Background: an optimization exercise with open tools, aiming at small area. Do not read the settings as production practice. Function was checked by simulation only, so behaviour that the tests miss may differ from the original. The flow treats the clock pin as an ideal source, which a real chip does not have. Power is estimated from default activity; no workload was simulated.

### flow/constraint.sdc
create_clock -name core_clock -period 5.0 [get_ports {clk}]
set_input_delay 1.0000 -clock core_clock [delete_from_list [all_inputs] [get_ports {clk}]]
set_output_delay 1.0000 -clock core_clock [all_outputs]
set_load 0.01 [all_outputs]
### flow/config.mk
export PLATFORM = sky130hd
export DESIGN_NAME = bdm_engine
export DESIGN_NICKNAME = bdm_engine
export VERILOG_FILES = /design/flow/design.v
export SDC_FILE = /design/flow/constraint.sdc
export NUM_CORES = 4
export LEC_CHECK = 0
export ABC_AREA = 1
export CAP_MARGIN = 20
export CORE_MARGIN = 2
export CORE_UTILIZATION = 40
export PLACE_DENSITY = 0.6
export SLEW_MARGIN = 20
### flow/design.v
module bdm_engine (
    input  wire        clk,
    input  wire        rst,         
    input  wire        req_valid,
    input  wire [3:0]  req_op,
    input  wire [31:0] req_a,
    input  wire [31:0] req_d,
    output wire        busy,
    output wire        done,
    output reg  [1:0]  ts,
    output reg  [3:0]  res_kind,
    output reg  [3:0]  res_cause,
    output reg  [31:0] res_data,
    output wire        dsclk,
    output reg         dsi,
    output wire        bkpt_n,
    output wire        tgt_rst_n,
    input  wire        dso
);
    localparam [2:0] F_IDLE  = 3'b000;
    localparam [2:0] F_DONE  = 3'b001;
    localparam [2:0] F_START = 3'b010;
    localparam [2:0] F_RST   = 3'b011;
    localparam [2:0] F_SYNC  = 3'b100;
    localparam [2:0] F_OUT   = 3'b101;
    localparam [2:0] F_DATA  = 3'b110;
    localparam [2:0] F_RESP  = 3'b111;
    localparam [4:0] C_IDLE = 5'b01010;    
    localparam [4:0] C_TICK = 5'b00111;
    reg [2:0]  F;
    reg [4:0]  c;
    reg [5:0]  k;
    reg [2:0]  op_r;
    reg [1:0]  q;         
    reg [31:0] X;         
    wire idle = (F == F_IDLE);
    wire tick = (c == C_TICK);
    wire acc  = idle & req_valid & ~req_op[3];
    wire s_start = (F == F_START);
    wire s_rst   = (F == F_RST);
    wire s_sync  = (F == F_SYNC);
    wire s_out   = (F == F_OUT);
    wire s_data  = (F == F_DATA);
    wire s_resp  = (F == F_RESP);
    wire bkpt_on = s_sync & ~k[4] & ~k[3];
    assign busy      = F[2] | F[1];
    assign done      = (F == F_DONE);
    assign bkpt_n    = ~bkpt_on;
    assign tgt_rst_n = ~(s_rst & ~k[0]);
    assign dsclk     = F[2] & ~bkpt_on & (c[4:1] == 4'b1111);
    wire op_sync  = (op_r == 3'd1);
    wire is_enter = (op_r == 3'd2);
    wire is_mem   = (op_r == 3'd3) | (op_r == 3'd4);
    wire is_reg   = (op_r == 3'd5) | (op_r == 3'd6);
    wire is_write = (op_r == 3'd4) | (op_r == 3'd6);
    wire is_disc  = (op_r == 3'd7);
    wire align_bad = X[18] | X[17];
    wire reg_bad   = (|X[31:21]) | (|X[16:0]);
    wire ts_bad    = op_sync  ? (ts != 2'd1) :
                     is_enter ? (ts != 2'd2) : (ts != 2'd3);
    wire chk1      = (op_sync | is_enter) ? ts_bad :
                     is_mem ? align_bad : is_reg & reg_bad;
    wire chk2      = (is_mem | is_reg) & ts_bad;
    wire go_out    = ~chk1 & ~chk2 & ~op_r[2] | ~chk1 & ~chk2 & is_mem | ~chk1 & ~chk2 & is_reg;
    reg [15:0] cmd;
    always @* begin
        case (op_r)
        3'd2:    cmd = 16'h3F00;
        3'd3:    cmd = 16'h1980;
        3'd4:    cmd = 16'h1880;
        3'd5:    cmd = 16'h2180;
        default: cmd = 16'h2080;
        endcase
    end
    wire [3:0] kn  = k[3:0] + 4'd1;
    wire k15       = (k[3:0] == 4'd15);
    wire out_bit   = (is_mem & (k[5] | k[4] | k15)) ? X[0] :
                     (k[3:0] >= 4'd11) ? (is_reg & X[0]) : cmd[~kn];
    wire [7:0] pat = 8'b0100_1010;      
    wire pat_bit   = pat[~k[2:0]];
    wire out_end   = k[5] & ~k[4] & k15;              
    wire data_end  = ~k[5] & ~k[4] & k15;             
    wire resp_end  = s_resp & ~k[5] & (k[3:0] == 4'd0) & (k[4] ^ is_enter);
    wire resp_smp  = ~k[5] | k[4];
    wire resp_s    = is_enter ? res_data[15] : res_data[31];
    wire ack       = &{res_data[14:0], dso};
    wire sync_hit  = ({res_data[6:0], dso} == 8'h5A);
    wire sync_fail = &k;
    wire tout      = resp_end & resp_s & (q == 2'd3);
    wire repoll    = resp_end & resp_s & (q != 2'd3);
    reg [2:0]  F_n;
    reg [1:0]  ts_n, q_n;
    reg        dsi_n, shR, rin;
    always @* begin
        F_n = F; ts_n = ts; dsi_n = dsi; q_n = q; shR = 1'b0; rin = 1'b0;
        if (idle) begin
            if (acc) F_n = F_START;
        end else if (F == F_DONE) begin
            F_n = F_IDLE;
        end else if (tick) begin
            case (F)
            F_START: begin
                q_n = {chk2 & ~chk1, chk1};
                if (chk1 | chk2)          F_n = F_DONE;
                else if (op_r == 3'd0)    F_n = F_RST;
                else if (op_sync)         F_n = F_SYNC;
                else if (is_disc)         begin F_n = F_DONE; ts_n = 2'd0; end
                else                      begin F_n = F_OUT; dsi_n = 1'b0; end
            end
            F_RST: begin
                if (k[0]) begin F_n = F_DONE; ts_n = 2'd1; end
            end
            F_SYNC: begin
                shR = 1'b1;
                rin = ~k[4] | dso;
                if (k[4]) begin
                    dsi_n = 1'b0;
                    q_n = {~sync_hit, 1'b0};
                    if (sync_hit)       begin F_n = F_DONE; ts_n = 2'd2; end
                    else if (sync_fail) F_n = F_DONE;
                end else if (k[3]) dsi_n = pat_bit;
                else if (k[2:0] == 3'd7) dsi_n = 1'b1;
            end
            F_OUT: begin
                shR = ~is_write;
                if (out_end) begin
                    if (is_write) begin F_n = F_DATA; dsi_n = res_data[31]; shR = 1'b1; end
                    else          begin F_n = F_RESP; dsi_n = 1'b0; end
                end else dsi_n = out_bit;
            end
            F_DATA: begin
                shR = 1'b1;
                if (data_end) F_n = F_DONE;
                else dsi_n = res_data[31];
            end
            default: begin  
                shR = 1'b1;
                rin = resp_smp & dso;
                if (repoll) q_n = q + 2'd1;
                else if (resp_end & ~resp_s) q_n = {is_enter & ~ack, 1'b0};
                if (resp_end & ~repoll) F_n = F_DONE;
                if (tout & ~is_enter) ts_n = 2'd0;
                if (resp_end & ~resp_s & is_enter & ack) ts_n = 2'd3;
            end
            endcase
        end
    end
    wire r_sh   = ~acc & shR;
    wire r_hold = ~acc & ~shR;
    always @(posedge clk) begin
        if (rst) begin
            F   <= F_IDLE;
            ts  <= 2'd0;
            dsi <= 1'b0;
        end else begin
            F   <= F_n;
            ts  <= ts_n;
            dsi <= dsi_n;
        end
    end
    always @(posedge clk) begin
        c <= idle ? C_IDLE : {c[3:0], c[4] ^ c[2]};
        X <= idle ? req_a : {X[0], X[31:1]};
        q <= q_n;
        if (tick) begin
            if (s_start)       k <= {~is_mem, 5'd0};
            else if (repoll)   k <= 6'd32;
            else               k <= k + 6'd1;
        end
        if (acc) op_r <= req_op[2:0];
        res_data <= ({32{acc}} & req_d) | ({32{r_sh}} & {res_data[30:0], rin}) | ({32{r_hold}} & res_data);
    end
    always @* begin
        res_kind  = 4'd0;
        res_cause = 4'd0;
        case (q)
        2'd0: ;
        2'd1: res_kind = (op_sync | is_enter) ? 4'd4 : is_mem ? 4'd5 : 4'd6;
        2'd2: begin
            if (op_sync)       res_kind = 4'd1;
            else if (is_enter) begin res_kind = 4'd2; res_cause = 4'd8; end
            else               begin res_kind = 4'd7; res_cause = 4'd4; end
        end
        default: begin
            res_kind  = is_enter ? 4'd2 : 4'd7;
            res_cause = 4'd3;
        end
        endcase
    end
endmodule
### flow/flow/area.abc
strash
ifraig
scorr
dc2
strash
dch -f
amap
mfs2 -W 6 -F 6 -D 30
strash
dch -f
amap
mfs2 -W 6 -F 6 -D 30
strash
dch -f
amap
### flow/flow/clock_tree.tcl
# Clock distribution for this small design: the clock port drives one root
# clock buffer (MY_ROOT_BUF), which drives a few leaf clock buffers
# (MY_CLK_BUF), each driving the clock pins of the flip-flops in one region
# of the core. TritonCTS is then pointed only at the clock port's net, which
# has a single sink, so it adds nothing.
set block [ord::get_db_block]
set db [ord::get_db]
set master [$db findMaster $::env(MY_CLK_BUF)]
set rmaster [$db findMaster $::env(MY_ROOT_BUF)]
set clknet [$block findNet clk]
set sinks {}
foreach it [$clknet getITerms] {
  set ii [$it getInst]
  if {[[$ii getMaster] isSequential]} {
    set b [$ii getBBox]
    lappend sinks [list $it [expr {([$b xMin] + [$b xMax]) / 2}] [expr {([$b yMin] + [$b yMax]) / 2}]]
  }
}
set n [llength $sinks]
set xs [lmap s $sinks {lindex $s 1}]; set ys [lmap s $sinks {lindex $s 2}]
set dx [expr {[tcl::mathfunc::max {*}$xs] - [tcl::mathfunc::min {*}$xs]}]
set dy [expr {[tcl::mathfunc::max {*}$ys] - [tcl::mathfunc::min {*}$ys]}]
# a grid of MY_CLK_COLS strips along the longer side, each cut into
# MY_CLK_ROWS pieces, every piece with about the same number of flip-flops
set cols $::env(MY_CLK_COLS)
set rows $::env(MY_CLK_ROWS)
set k1 [expr {$dx >= $dy ? 1 : 2}]
set k2 [expr {3 - $k1}]
set sorted [lsort -integer -index $k1 $sinks]
set groups {}
for {set ci 0} {$ci < $cols} {incr ci} {
  set strip [lrange $sorted [expr {$ci * $n / $cols}] [expr {($ci + 1) * $n / $cols - 1}]]
  set strip [lsort -integer -index $k2 $strip]
  set m [llength $strip]
  for {set ri 0} {$ri < $rows} {incr ri} {
    lappend groups [lrange $strip [expr {$ri * $m / $rows}] [expr {($ri + 1) * $m / $rows - 1}]]
  }
}
set nbuf [llength $groups]
set rootnet [odb::dbNet_create $block clk_root_net]
$rootnet setSigType CLOCK
set root [odb::dbInst_create $block $rmaster clk_root_buf]
[$root findITerm A] connect $clknet
[$root findITerm X] connect $rootnet
set cx 0; set cy 0
set gi 0
foreach g $groups {
  set net [odb::dbNet_create $block clk_leaf_net_$gi]
  $net setSigType CLOCK
  set inst [odb::dbInst_create $block $master clk_leaf_buf_$gi]
  set sx 0; set sy 0
  foreach s $g {
    set it [lindex $s 0]
    $it disconnect
    $it connect $net
    set sx [expr {$sx + [lindex $s 1]}]; set sy [expr {$sy + [lindex $s 2]}]
  }
  [$inst findITerm A] connect $rootnet
  [$inst findITerm X] connect $net
  set lx [expr {$sx / [llength $g]}]; set ly [expr {$sy / [llength $g]}]
  $inst setLocation $lx $ly
  $inst setPlacementStatus PLACED
  set cx [expr {$cx + $lx}]; set cy [expr {$cy + $ly}]
  puts "clock leaf buffer $gi drives [llength $g] clock pins"
  incr gi
}
$root setLocation [expr {$cx / $nbuf}] [expr {$cy / $nbuf}]
$root setPlacementStatus PLACED
detailed_placement
### flow/flow/my_synth.tcl
# The standard synthesis (synth_recipe.tcl), with ORFS's ABC call
# pointed at an area-only mapping script (flow/area.abc) and no delay
# target. Everything before ABC, the flip-flop mapping included, is the
# standard flow's, so the registers are the same.
proc synth {args} { yosys synth -nofsm -noshare {*}$args }
proc abc {args} {
  set out {}
  set skip 0
  foreach a $args {
    if {$skip} { set skip 0; continue }
    if {$a eq "-script"} { lappend out -script $::env(MY_ABC_SCRIPT); set skip 1; continue }
    if {$a eq "-D"} { set skip 1; continue }
    lappend out $a
  }
  puts "abc (area script): $out"
  yosys abc {*}$out
}
source $::env(SCRIPTS_DIR)/synth.tcl
# left out here: clear keep_hierarchy, flatten, clean up, hide names made inside functions, write 1_2_yosys.v
### flow/flow/run.sh
#!/bin/bash
# Layout flow: the standard ORFS flow with three changes that only
# affect area:
#  - synthesis maps with an area-only ABC script (flow/my_synth.tcl);
#  - the port buffers are the smallest buffer, sky130_fd_sc_hd__buf_1;
#  - the clock tree is built by flow/clock_tree.tcl before TritonCTS runs:
#    the clock port drives one small root buffer, which drives a grid of
#    leaf clock buffers, each for a region of the flip-flops. TritonCTS
#    is then only pointed at the clock port's net, which it leaves alone.
# Each tool's output goes to its own log in this folder and under orfs/logs.
set -euo pipefail
W=$PWD
export MY_ABC_SCRIPT=$W/flow/area.abc
export MY_CLK_BUF=sky130_fd_sc_hd__clkbuf_16 MY_CLK_COLS=3 MY_CLK_ROWS=1 MY_ROOT_BUF=sky130_fd_sc_hd__clkbuf_1
make -C "$FLOW_HOME" DESIGN_CONFIG=$W/config.mk WORK_HOME=$W/orfs CLKGATE_MAP_FILE= \
  SYNTH_SCRIPT=$W/flow/my_synth.tcl \
  "BUFFER_PORTS_ARGS=-buffer_cell sky130_fd_sc_hd__buf_1" \
  PRE_CTS_TCL=$W/flow/clock_tree.tcl "CTS_ARGS=-clk_nets clk" \
  finish > $W/make_finish.log 2>&1
R=$W/orfs/results/$FLOW_PLATFORM/bdm_engine/base
: # left out here: write the final layout as DEF
### flow/standard.sh
#!/bin/bash
# synth_recipe.tcl (not shown) runs the flow's synth.tcl, then flattens the netlist and writes it again
# the make line also repeats each setting of config.mk as NAME=value (left out here)
make -C /OpenROAD-flow-scripts/flow DESIGN_CONFIG=/design/flow/config.mk WORK_HOME=/design/flow/orfs CLKGATE_MAP_FILE= SYNTH_SCRIPT=/design/flow/synth_recipe.tcl "${@:-finish}"
==> results.rst, run 1 <==
.. list-table::
   :header-rows: 1

   * - Metric
     - Value
   * - Number of global-route vias before repair
     - roughly 3200
   * - Total power after layout
     - ~2.4 mW
   * - Aggregate global routing overflow
     - 0
   * - Wire length of the first global-routing pass
     - ~16 mm
   * - Max Clock Freq
     - between 0.2 and 0.3 GHz
   * - Hold path startpoint
     - c[3]$_SDFF_PP1_
   * - Clock-pin slew on the worst setup and hold paths
     - around 120 ps
   * - Critical Path End Type
     - output pin
   * - Kind of launch point of the worst setup path
     - flop
   * - Number of routed nets with antenna violations
     - 0
   * - Most repeated library cell on the critical path
     - sky130_fd_sc_hd__clkinv_1
   * - Worst hold path class
     - flop to flop
   * - I/O pins
     - between 100 and 150
   * - Relative slew margins
     - a little under three fifths
   * - Total of warnings raised by yosys
     - 1
   * - Vias post-DR
     - roughly 3600
   * - Slowest stage cell, crit path
     - sky130_fd_sc_hd__dfxtp_1
   * - Standard cell core area
     - 9110 um^2
   * - Largest stage delay on the critical path
     - about 430 ps
   * - Floorplan die width
     - roughly 100 um
   * - Hold buffer count at cts
     - 0
   * - Sequential cell area fraction in the yosys report
     - between 40 and 50%
   * - Initial antenna violation count
     - 0
   * - Final weighted congestion of routability-driven global placement
     - around 0.90
   * - Insertion delay of the later-clocked pin in the worst-skew pair
     - 630 ps
   * - P&R area growth vs syn
     - 18.9%
   * - Layout cells sized above 1
     - under 10%
   * - Setup TNS
     - 0 ps
   * - Final Hold Slack
     - around 440 ps
   * - Buf+Inv Stages, Crit Path
     - 5
   * - 1st-iter DRT viols
     - about 290
   * - Final Slew Violations
     - 0
   * - Count of endpoints failing setup in the final report
     - 0
   * - Unique cell type count in the Yosys netlist
     - 38
   * - Worst Hold End
     - c[4]$_SDFF_PP0_
   * - Worst EP required
     - 4000 ps
   * - Inserted Diodes
     - 0
   * - DRT Wirelength
     - 9.85 mm
   * - Pin count of the biggest net entering global routing
     - 40
   * - Number of max-cap violations
     - 0
   * - Number of resized instances in the post-cts repair step
     - 0
   * - Port-buffer cells
     - around 120
   * - Number of core rows
     - 35
   * - Mapped Nets
     - about 480
   * - Total DRC errors in the routed layout
     - 0
   * - Worst hold path cell count
     - 2
   * - Min cycle time layout
     - between 3000 and 4000 ps
   * - Reg-to-Reg Start
     - F[2]$_SDFFE_PP0P_
   * - Critical path, cell by cell
     - clkinv_1 > nor3_1 > clkinv_1 > nor2_1 > clkinv_1 > nor2_1 > clkinv_1 > buf_1
   * - Total track usage
     - approximately a fifth
   * - Unrepaired setup endpoints after global routing
     - no
   * - Y dimension of the die
     - 100 um
   * - Effective utilization at floorplan
     - slightly above 40%
   * - Count of flip-flops with a built-in enable after synthesis
     - 11
   * - Post-Syn Area
     - around 3700 um^2
   * - Max VDD drop
     - about 0.24 mV
   * - Via-per-instance ratio
     - around 5.7
   * - Leakage
     - 1.49 nW
   * - Die Area
     - between 10000 and 15000 um^2
   * - Final clock period utilization by the worst path
     - between 70% and 80%
   * - Maximum fanout encountered on the critical timing path
     - 6
   * - Logic depth of the worst register-to-register path
     - 13
   * - Critical path class
     - flop to output pin
   * - Worst Max-Slew Pin Slew
     - 660 ps
   * - Arrival time of data at the critical path endpoint
     - 2640 ps
   * - Hpwl dp
     - roughly 7.4 mm
   * - Crit path from
     - F[2]$_SDFFE_PP0P_
   * - Power density over cell area
     - approximately 550 nW/um^2
   * - Average wire length per cell after detail routing
     - about 15 um
   * - Status
     - complete, no violations
   * - Fin nets
     - a little over 600
   * - Mean instance size in the synthesized netlist
     - 9.18 um^2
   * - Number of detailed-routing iterations run before antenna repair
     - 6
   * - Post-CTS setup-driven buffer insertion count
     - 0
   * - Final Util
     - approximately half
   * - Ys async rst share
     - 0%
   * - Final worst clock skew
     - approximately 13 ps
   * - Most used DFF post-synth
     - sky130_fd_sc_hd__dfxtp_1
   * - Synthesized instance count
     - about 400
   * - CP delay by family, top
     - buffers and inverters
   * - R2R Setup Slk
     - about 2000 ps
   * - Final hold violation count
     - 0
   * - Endpoint of the most critical register-to-register path
     - F[2]$_SDFFE_PP0P_
   * - Flip-flop and latch count after synthesis
     - 86
## registers in the layout, indices dropped and copies added, names as in the netlist
register  count
X            32
op_r          3
k             6
c             5
res_data     32
F             3
dsi           1
ts            2
q             2
## layout by cell type, fill, tap and decap left out, types with 2 or more instances in the layout
| cell | instances |
|---|---|
| sky130_fd_sc_hd__o21ai_0 | 19 |
| sky130_fd_sc_hd__o21a_1 | 3 |
| sky130_fd_sc_hd__buf_4 | 5 |
| sky130_fd_sc_hd__clkbuf_16 | 3 |
| sky130_fd_sc_hd__or4_1 | 6 |
| sky130_fd_sc_hd__a211oi_1 | 2 |
| sky130_fd_sc_hd__a222oi_1 | 27 |
| sky130_fd_sc_hd__a21oi_1 | 13 |
| sky130_fd_sc_hd__nand2_1 | 20 |
| sky130_fd_sc_hd__or2_0 | 3 |
| sky130_fd_sc_hd__nand4_1 | 4 |
| sky130_fd_sc_hd__nor2_2 | 2 |
| sky130_fd_sc_hd__o22ai_1 | 5 |
| sky130_fd_sc_hd__a41oi_1 | 2 |
| sky130_fd_sc_hd__nand2b_1 | 2 |
| sky130_fd_sc_hd__buf_1 | 118 |
| sky130_fd_sc_hd__a31oi_1 | 6 |
| sky130_fd_sc_hd__ha_1 | 7 |
| sky130_fd_sc_hd__clkinv_1 | 70 |
| sky130_fd_sc_hd__a22oi_1 | 6 |
| sky130_fd_sc_hd__dfxtp_1 | 75 |
| sky130_fd_sc_hd__nor4_1 | 6 |
| sky130_fd_sc_hd__nor3_1 | 12 |
| sky130_fd_sc_hd__nand3_1 | 8 |
| sky130_fd_sc_hd__nor2_1 | 44 |
| sky130_fd_sc_hd__o22a_1 | 32 |
| sky130_fd_sc_hd__edfxtp_1 | 11 |
## layout make-up
cell class	count	area [um^2]
plain buffers	4	78.8
well taps	111	139
inverters	70	263
multi-input cells	244	1590
repair buffers	123	480
fillers	945	4720
flip-flops and latches	86	1830
## synth_stat cells, types with 2 or more instances
master | n | area share [%]
sky130_fd_sc_hd__dfxtp_1 | 75 | 41
sky130_fd_sc_hd__clkinv_1 | 70 | 7.1
sky130_fd_sc_hd__nor2_1 | 47 | 4.8
sky130_fd_sc_hd__o22a_1 | 32 | 7.6
sky130_fd_sc_hd__a222oi_1 | 27 | 7.3
sky130_fd_sc_hd__nand2_1 | 20 | 2.0
sky130_fd_sc_hd__o21ai_0 | 19 | 2.6
sky130_fd_sc_hd__a21oi_1 | 13 | 1.8
sky130_fd_sc_hd__nor3_1 | 12 | 1.6
sky130_fd_sc_hd__edfxtp_1 | 11 | 9.0
sky130_fd_sc_hd__nand3_1 | 8 | 1.1
sky130_fd_sc_hd__ha_1 | 7 | 2.4
sky130_fd_sc_hd__a22oi_1 | 6 | 1.2
sky130_fd_sc_hd__a31oi_1 | 6 | 1.0
sky130_fd_sc_hd__nor4_1 | 6 | 1.0
sky130_fd_sc_hd__or4_1 | 6 | 1.2
sky130_fd_sc_hd__o22ai_1 | 5 | 0.85
sky130_fd_sc_hd__nand4_1 | 4 | 0.68
sky130_fd_sc_hd__o21a_1 | 3 | 0.61
sky130_fd_sc_hd__or2_0 | 3 | 0.51
sky130_fd_sc_hd__a211oi_1 | 2 | 0.41
sky130_fd_sc_hd__a41oi_1 | 2 | 0.47
sky130_fd_sc_hd__buf_4 | 2 | 0.41
sky130_fd_sc_hd__nand2b_1 | 2 | 0.34
## worst max-delay path by stage
stage                      endpoint  slack, ps  cells past startpoint
3_5_place_dp    res_data[9]$_DFF_P_       1750                     10
5_1_grt                      bkpt_n       1090                      8
6_report                     bkpt_n       1360                      8
4_1_cts         res_data[9]$_DFF_P_       1750                     10
3_3_place_gp   res_data[10]$_DFF_P_       1760                     10
2_1_floorplan  res_data[11]$_DFF_P_        320                      8
## where the power goes
part | switching, mW | total (mW) | internal, mW
logic | 0.504 | 0.881 | 0.377
clock network | 0.199 | 0.309 | 0.110
registers | 0.214 | 1.22 | 1.00
## worst min-delay path, stage by stage (launching register included)
cell and delay (ps):
sky130_fd_sc_hd__dfxtp_1 330, sky130_fd_sc_hd__clkinv_1 50, sky130_fd_sc_hd__nor2_1 40
## through the flow
step / setup WS, ps / instance area (um^2) / cells
5_1_grt: 1090 / 4390 / 638
2_1_floorplan: 319 / 3690 / 402
4_1_cts: 1750 / 4380 / 638
3_3_place_gp: 1760 / 4300 / 634
6_report: 1360 / 4390 / 638
3_5_place_dp: 1750 / 4300 / 634
## metal layers
layer  up-vias  routed length [um]  global-route usage, %
met5         -                   0                      0
li1       1759                   -                      -
met2       130                4630                   30.9
met1      1712                4400                   26.8
met3         8                 698                   2.79
met4         0                 123                   2.21
## cell families (layout without fill, tap and decap cells)
| group | count (synthesis) | after routing | synth area share [%] |
|---|---|---|---|
| other | 1 | 1 | 0.102 |
| AO/OA/AOI/OAI | 127 | 127 | 26.9 |
| adder cells (fa/ha/maj) | 7 | 7 | 2.37 |
| flip-flops | 86 | 86 | 49.6 |
| AND/OR/NAND/NOR | 109 | 109 | 13.5 |
| buffers and inverters | 72 | 197 | 7.53 |
==> run 2: changes to the inputs <==
--- a/flow/flow/run.sh
+++ b/flow/flow/run.sh
@@ -12,5 +12,5 @@
 W=$PWD
 export MY_ABC_SCRIPT=$W/flow/area.abc
-export MY_CLK_BUF=sky130_fd_sc_hd__clkbuf_16 MY_CLK_COLS=3 MY_CLK_ROWS=1 MY_ROOT_BUF=sky130_fd_sc_hd__clkbuf_1
+export MY_CLK_BUF=sky130_fd_sc_hd__clkbuf_8 MY_CLK_COLS=5 MY_CLK_ROWS=1 MY_ROOT_BUF=sky130_fd_sc_hd__clkbuf_1
 make -C "$FLOW_HOME" DESIGN_CONFIG=$W/config.mk WORK_HOME=$W/orfs CLKGATE_MAP_FILE= \
   SYNTH_SCRIPT=$W/flow/my_synth.tcl \
==> results.rst, run 2 <==
.. list-table::
   :header-rows: 1

   * - Metric
     - Value
   * - Leading cell type in the layout, fill and taps excluded
     - sky130_fd_sc_hd__buf_1
   * - Most repeated library cell on the critical path
     - sky130_fd_sc_hd__clkinv_1
   * - Final clock period utilization by the worst path
     - 72.9%
   * - Worst hold path class
     - flop to flop
   * - Total track usage
     - between 10% and 20%
   * - Share of the synthesized area in the top cell type
     - about two fifths
   * - Worst EP required
     - approximately 4000 ps
   * - Cell accounting for the most synthesized area
     - sky130_fd_sc_hd__dfxtp_1
   * - Finished Cell Area
     - approximately 4400 um^2
   * - Insertion delay of the later-clocked pin in the worst-skew pair
     - approximately 600 ps
   * - Post-Syn Area
     - ~3700 um^2
   * - Synth cell count leaders
     - 75 x sky130_fd_sc_hd__dfxtp_1, 70 x sky130_fd_sc_hd__clkinv_1, 47 x sky130_fd_sc_hd__nor2_1, 32 x sky130_fd_sc_hd__o22a_1, 27 x sky130_fd_sc_hd__a222oi_1
   * - Reg-to-Reg Start
     - F[2]$_SDFFE_PP0P_
   * - Buf+Inv Stages, Crit Path
     - 5
   * - Max VDD drop
     - slightly above 0.2 mV
   * - Post-CTS setup-driven buffer insertion count
     - 0
   * - Main area contributors after synthesis
     - sky130_fd_sc_hd__dfxtp_1 41%, sky130_fd_sc_hd__edfxtp_1 9.0%, sky130_fd_sc_hd__o22a_1 7.6%
   * - Hpwl dp
     - between 7 and 8 mm
   * - I/O pins
     - 120
   * - Power density over cell area
     - 545 nW/um^2
   * - Effective utilization at floorplan
     - between 40% and 50%
   * - Maximum fanout encountered on the critical timing path
     - 6
   * - Final hold violation count
     - 0
   * - Biggest regs
     - X (32), res_data (32), k (6)
   * - Clock-pin slew on the worst setup and hold paths
     - 110 ps
   * - Vias post-DR
     - between 3000 and 4000
   * - Most used DFF post-synth
     - sky130_fd_sc_hd__dfxtp_1
   * - P&R area growth vs syn
     - 18.7%
   * - Number of resized instances in the post-cts repair step
     - 0
   * - # fillers
     - roughly 950
   * - Cell with the most instances after synthesis
     - sky130_fd_sc_hd__dfxtp_1
   * - R2R Setup Slk
     - 1970 ps
   * - Y dimension of the die
     - between 100 and 150 um
   * - Final worst clock skew
     - around 5.5 ps
   * - Standard cell core area
     - 9110 um^2
   * - Status
     - complete, no violations
   * - Unrepaired setup endpoints after global routing
     - no
   * - Arrival time of data at the critical path endpoint
     - around 2600 ps
   * - Critical Path End Type
     - output pin
   * - Unique cell type count in the Yosys netlist
     - 38
   * - Wire length of the first global-routing pass
     - approximately 16 mm
   * - Crit path from
     - F[2]$_SDFFE_PP0P_
   * - Count of endpoints failing setup in the final report
     - 0
   * - Ys async rst share
     - 0%
   * - Final Slew Violations
     - 0
   * - Critical path, cell by cell
     - clkinv_1 > nor3_1 > clkinv_1 > nor2_1 > clkinv_1 > nor2_1 > clkinv_1 > buf_1
   * - Hold buffer count at cts
     - 0
   * - 1st-iter DRT viols
     - 244
   * - CP delay by family, top
     - buffers and inverters
   * - Layout cells sized above 1
     - ~2.5%
   * - Total of warnings raised by yosys
     - 1
   * - Synthesized instance count
     - approximately 400
   * - Min cycle time layout
     - between 3000 and 4000 ps
   * - Flip-flop and latch count after synthesis
     - between 80 and 90
   * - Relative slew margins
     - between 50% and 60%
   * - Count of flip-flops with a built-in enable after synthesis
     - 11
   * - Floorplan die width
     - around 100 um
   * - Setup TNS
     - 0 ps
   * - Total power after layout
     - 2.39 mW
   * - Max Clock Freq
     - 0.274 GHz
   * - Commonest non-fill, non-tap cells in the layout
     - 118 x sky130_fd_sc_hd__buf_1, 75 x sky130_fd_sc_hd__dfxtp_1, 70 x sky130_fd_sc_hd__clkinv_1
   * - Sequential cell area fraction in the yosys report
     - approximately half
   * - Hold path startpoint
     - c[3]$_SDFF_PP1_
   * - Number of core rows
     - 35
   * - Average wire length per cell after detail routing
     - around 15 um
   * - Leakage
     - 1.49 nW
   * - Number of detailed-routing iterations run before antenna repair
     - 5
   * - Kind of launch point of the worst setup path
     - flop
   * - Endpoint of the worst setup timing path
     - bkpt_n
   * - Total DRC errors in the routed layout
     - 0
   * - Critical path class
     - flop to output pin
   * - Initial antenna violation count
     - 0
   * - Worst Max-Slew Pin Slew
     - between 600 and 700 ps
   * - Logic depth of the worst register-to-register path
     - 13
   * - Largest stage delay on the critical path
     - about 430 ps
   * - Die Area
     - between 10000 and 15000 um^2
   * - Pin count of the biggest net entering global routing
     - 40
   * - Number of max-cap violations
     - 0
   * - Endpoint of the most critical register-to-register path
     - F[2]$_SDFFE_PP0P_
   * - Mean instance size in the synthesized netlist
     - slightly above 9 um^2
   * - Final weighted congestion of routability-driven global placement
     - 0.900
   * - Number of routed nets with antenna violations
     - 0
   * - Cell depth of the worst setup path
     - 8
   * - DRT Wirelength
     - 9.82 mm
   * - Inserted Diodes
     - 0
   * - Post-detailed-placement cell area
     - 4300 um^2
   * - Port-buffer cells
     - ~120
   * - Aggregate global routing overflow
     - 0
   * - Number of global-route vias before repair
     - around 3200
   * - Via-per-instance ratio
     - 5.61
   * - Fin nets
     - around 600
   * - Slowest stage cell, crit path
     - sky130_fd_sc_hd__dfxtp_1
   * - Mapped Nets
     - about 480
## run 2: cell counts after synthesis
Identical to the previous run, type by type.
## run 2: cell families (layout without fill, tap and decap cells)
group | Yosys count | in the layout | share of synthesized area (%)
compound gates | 127 | 127 | 26.9
fa+ha+maj | 7 | 7 | 2.37
buf+inv | 72 | 199 | 7.53
flops | 86 | 86 | 49.6
other cells | 1 | 1 | 0.102
simple gates | 109 | 109 | 13.5
## run 2: stage by stage
stage               worst slack (ps)  std cells  util (%)  hold WS, ps
floorplan                        319        402         -          418
finish                          1360        640      48.1          445
CTS                             1750        640      48.0          429
global route                    1120        640      48.1          472
global placement                1760        634      47.2          427
detailed placement              1750        634      47.2          428
## run 2: cell type report
cell class / instances / area [um^2] / area share, %
inverters: 70 / 263 / 6.00
plain buffers: 6 / 72.6 / 1.66
well taps: 111 / 139 / 3.17
repair buffers: 123 / 480 / 11.0
flip-flops and latches: 86 / 1830 / 41.8
multi-input cells: 244 / 1590 / 36.4
## run 2: worst min-delay path by stage
stage | slack (ps) | cells past startpoint | to
final | 450 | 2 | c[4]$_SDFF_PP0_
after global routing | 470 | 2 | c[2]$_SDFF_PP0_
after CTS | 430 | 2 | c[4]$_SDFF_PP0_
after detailed placement | 430 | 2 | c[4]$_SDFF_PP0_
after global placement | 430 | 2 | c[4]$_SDFF_PP0_
after floorplan | 420 | 2 | c[4]$_SDFF_PP0_
## run 2: power breakdown
part	leakage [nW]	switching, mW	internal (mW)
sequential	0.729	0.212	1.00
clock	0.0371	0.200	0.0921
combinational	0.720	0.503	0.377
total	1.49	0.915	1.47
## run 2: worst min-delay path: stages (launching register included)
cell and delay (ps):
sky130_fd_sc_hd__dfxtp_1 330, sky130_fd_sc_hd__clkinv_1 50, sky130_fd_sc_hd__nor2_1 40
## run 2: per-layer routing
layer	part of all wire [%]	up-vias	routed length, um	GRT usage, %
met5	0	-	0	0
met4	1.1	0	112	2.00
met3	7.3	11	721	2.65
met2	46	127	4560	30.4
met1	45	1693	4430	27.2
li1	-	1760	-	-
==> run 3: changes to the inputs <==
--- a/flow/config.mk
+++ b/flow/config.mk
@@ -9,5 +9,5 @@
 export CAP_MARGIN = 20
 export CORE_MARGIN = 2
-export CORE_UTILIZATION = 40
-export PLACE_DENSITY = 0.6
+export CORE_UTILIZATION = 65
+export PLACE_DENSITY = 0.85
 export SLEW_MARGIN = 20
==> results.rst, run 3 <==
.. list-table::
   :header-rows: 1

   * - Metric
     - Value
   * - Final Slew Violations
     - 0
   * - Total of warnings raised by yosys
     - 1
   * - Number of resized instances in the post-cts repair step
     - 0
   * - Cell with the most instances after synthesis
     - sky130_fd_sc_hd__dfxtp_1
   * - Layout cells sized above 1
     - around 2.5%
   * - # fillers
     - about 400
   * - Worst hold path class
     - flop to flop
   * - Commonest non-fill, non-tap cells in the layout
     - 118 x sky130_fd_sc_hd__buf_1, 75 x sky130_fd_sc_hd__dfxtp_1, 70 x sky130_fd_sc_hd__clkinv_1
   * - Multiplexer share of the synthesized area
     - 0%
   * - Simple-gate share of the synthesized area
     - between 10% and 20%
   * - Initial antenna violation count
     - 0
   * - Number of routed nets with antenna violations
     - 0
   * - Count of endpoints failing setup in the final report
     - 0
   * - Logic depth of the worst register-to-register path
     - 11
   * - Ys async rst share
     - 0%
   * - Hold buffer count at cts
     - 0
   * - Most used DFF post-synth
     - sky130_fd_sc_hd__dfxtp_1
   * - Arrival time of data at the critical path endpoint
     - approximately 2600 ps
   * - Critical path class
     - flop to output pin
   * - Post-Syn Area
     - between 3000 and 4000 um^2
   * - Die Area
     - roughly 6300 um^2
   * - Combinational family with the most area after synthesis
     - compound AO/OA/AOI/OAI gates
   * - Final worst setup slack
     - 1420 ps
   * - Max Clock Freq
     - between 0.2 and 0.3 GHz
   * - P&R area growth vs syn
     - 17.4%
   * - Number of core rows
     - 27
   * - Number of global-route vias before repair
     - around 3300
   * - Worst hold path cell count
     - 2
   * - Aggregate global routing overflow
     - 0
   * - Min cycle time layout
     - around 3600 ps
   * - Status
     - complete, no violations
   * - Y dimension of the die
     - roughly 79 um
   * - Synth Area in XOR/XNOR
     - 0%
   * - Standard cell core area
     - approximately 5500 um^2
   * - Fin nets
     - 611
   * - Relative slew margins
     - 35.5%
   * - Leading cell type in the layout, fill and taps excluded
     - sky130_fd_sc_hd__buf_1
   * - Synthesized instance count
     - 402
   * - Pin count of the biggest net entering global routing
     - 40
   * - Final weighted congestion of routability-driven global placement
     - between 1 and 1.5
   * - Setup TNS
     - 0 ps
   * - Sequential cell area fraction in the yosys report
     - slightly below 50%
   * - Mean instance size in the synthesized netlist
     - 9.18 um^2
   * - Slowest stage cell, crit path
     - sky130_fd_sc_hd__dfxtp_1
   * - Power density over cell area
     - about 550 nW/um^2
   * - Complex-gate fraction of the synthesized area
     - a little over a quarter
   * - Worst EP required
     - 4000 ps
   * - Worst Max-Slew Pin Slew
     - 964 ps
   * - Leakage
     - about 1.5 nW
   * - Count of flip-flops with a built-in enable after synthesis
     - 11
   * - Hpwl dp
     - around 7.4 mm
   * - Maximum fanout encountered on the critical timing path
     - 6
   * - Mapped Nets
     - about 480
   * - Unrepaired setup endpoints after global routing
     - no
   * - Average wire length per cell after detail routing
     - around 16 um
   * - Max VDD drop
     - approximately 0.36 mV
   * - Final worst clock skew
     - slightly above 9 ps
   * - Inserted Diodes
     - 0
   * - Via-per-instance ratio
     - around 6
   * - Critical path, cell by cell
     - clkinv_1 > nor3_1 > clkinv_1 > nor2_1 > clkinv_1 > nor2_1 > clkinv_1 > buf_1
   * - Area of combinational cells with multiple inputs
     - 1590 um^2
   * - Adder-cell share of the synthesized area
     - 2.37%
   * - Total DRC errors in the routed layout
     - 0
   * - Number of max-cap violations
     - 0
   * - Vias post-DR
     - ~3700
   * - Final clock period utilization by the worst path
     - between 70% and 80%
   * - Worst slack after detailed placement
     - between 1500 and 2000 ps
   * - Kind of launch point of the worst setup path
     - flop
   * - Post-CTS setup-driven buffer insertion count
     - 0
   * - Synth cell count leaders
     - 75 x sky130_fd_sc_hd__dfxtp_1, 70 x sky130_fd_sc_hd__clkinv_1, 47 x sky130_fd_sc_hd__nor2_1, 32 x sky130_fd_sc_hd__o22a_1, 27 x sky130_fd_sc_hd__a222oi_1
   * - Final Hold Slack
     - 469 ps
   * - Port-buffer cells
     - about 120
   * - Insertion delay of the later-clocked pin in the worst-skew pair
     - approximately 560 ps
   * - Clock-pin slew on the worst setup and hold paths
     - approximately 110 ps
   * - Share of the synthesized area in the top cell type
     - 40.7%
   * - Effective utilization at floorplan
     - between 60% and 70%
   * - I/O pins
     - 120
   * - Floorplan die width
     - ~79 um
   * - Most repeated library cell on the critical path
     - sky130_fd_sc_hd__clkinv_1
   * - DRT Wirelength
     - roughly 9.7 mm
   * - Largest stage delay on the critical path
     - roughly 430 ps
   * - Final hold violation count
     - 0
   * - Number of detailed-routing iterations run before antenna repair
     - 7
   * - Flip-flop and latch count after synthesis
     - 86
   * - Biggest regs
     - X (32), res_data (32), k (6)
   * - Sequential cell area
     - approximately 1800 um^2
   * - Cell accounting for the most synthesized area
     - sky130_fd_sc_hd__dfxtp_1
   * - 1st-iter DRT viols
     - roughly 430
   * - Total track usage
     - between 20 and 30%
   * - Wire length of the first global-routing pass
     - about 15 mm
   * - Main area contributors after synthesis
     - sky130_fd_sc_hd__dfxtp_1 41%, sky130_fd_sc_hd__edfxtp_1 9.0%, sky130_fd_sc_hd__o22a_1 7.6%
   * - Critical Path End Type
     - output pin
   * - Unique cell type count in the Yosys netlist
     - 38
run 3: cell counts after synthesis:
Identical to the previous run, type by type.
run 3: critical path: cells and delay by family (launching register included):
family | cells | cell delay [ps]
AND/OR/NAND/NOR | 3 | 770
flip-flops | 1 | 430
buffers and inverters | 5 | 820
run 3: per-layer routing:
metal / up-vias / global-route usage [%] / wire [um]
met5: - / 0 / 0
met1: 1683 / 41.1 / 4170
li1: 1762 / - / -
met2: 191 / 49.3 / 4650
met4: 0 / 6.90 / 171
met3: 14 / 2.50 / 714
run 3: worst paths after layout:
path | from | end | slack [ps]
setup / recovery | F[2]$_SDFFE_PP0P_ | bkpt_n | 1420
hold / removal | c[1]$_SDFF_PP1_ | c[2]$_SDFF_PP0_ | 470
setup reg to reg | k[0]$_SDFFCE_PP0N_ | res_data[10]$_DFF_P_ | 1810
hold reg to reg | c[1]$_SDFF_PP1_ | c[2]$_SDFF_PP0_ | 470
run 3: final cells by class:
type | count | area share [%]
plain buffers | 6 | 1.68
inverters | 70 | 6.07
multi-input cells | 244 | 36.6
flip-flops and latches | 86 | 42.3
well taps | 72 | 2.08
repair buffers | 124 | 11.3
run 3: cells by family after synthesis:
| family | Yosys count |
|---|---|
| AO/OA/AOI/OAI | 127 |
| AND/OR/NAND/NOR | 109 |
| flip-flops | 86 |
| buffers and inverters | 72 |
| adder cells (fa/ha/maj) | 7 |
| other | 1 |
run 3: report_power, final:
| part | internal, mW | total, mW | switching, mW |
|---|---|---|---|
| sequential | 1.00 | 1.22 | 0.218 |
| clock | 0.0922 | 0.293 | 0.200 |
| combinational | 0.378 | 0.888 | 0.510 |
| total | 1.47 | 2.40 | 0.928 |
run 3: metrics by stage:
stage | util (%) | instance area [um^2] | total power, mW | instances
after global routing | 78.6 | 4330 | 2.56 | 602
after detailed placement | 77.3 | 4260 | 2.11 | 596
final | 78.6 | 4330 | 2.40 | 602
after global placement | 77.3 | 4260 | 2.07 | 596
after floorplan | - | 3690 | 1.79 | 402
after CTS | 78.6 | 4330 | 2.33 | 602

port drivers added, routing unchanged:
The flow's constraints put no driver on any port. The routed layouts listed below were extracted and timed again, unchanged, in two steps.
Step 1, drivers: a clkbuf_16 drives clk and a buf_2 each remaining input, both assumed.
Step 2 also shifts input and output timing later by t, the mid clock arrival at the registers, as if the neighbouring blocks saw the same clock.
a / b / c = ideal ports / drivers / drivers and shift; a / b = the first two.
run | shift t [ns] | setup WS [ns] | clock arrival spread, ns
run 1 | 0.648 | 1.357 / 1.329 / 1.977 | 0.013 / 0.012
run 2 | 0.625 | 1.357 / 1.329 / 1.954 | 0.006 / 0.005
run 3 | 0.583 | 1.416 / 1.389 / 1.815 | 0.009 / 0.009
After both steps setup and hold are still met in every run listed.
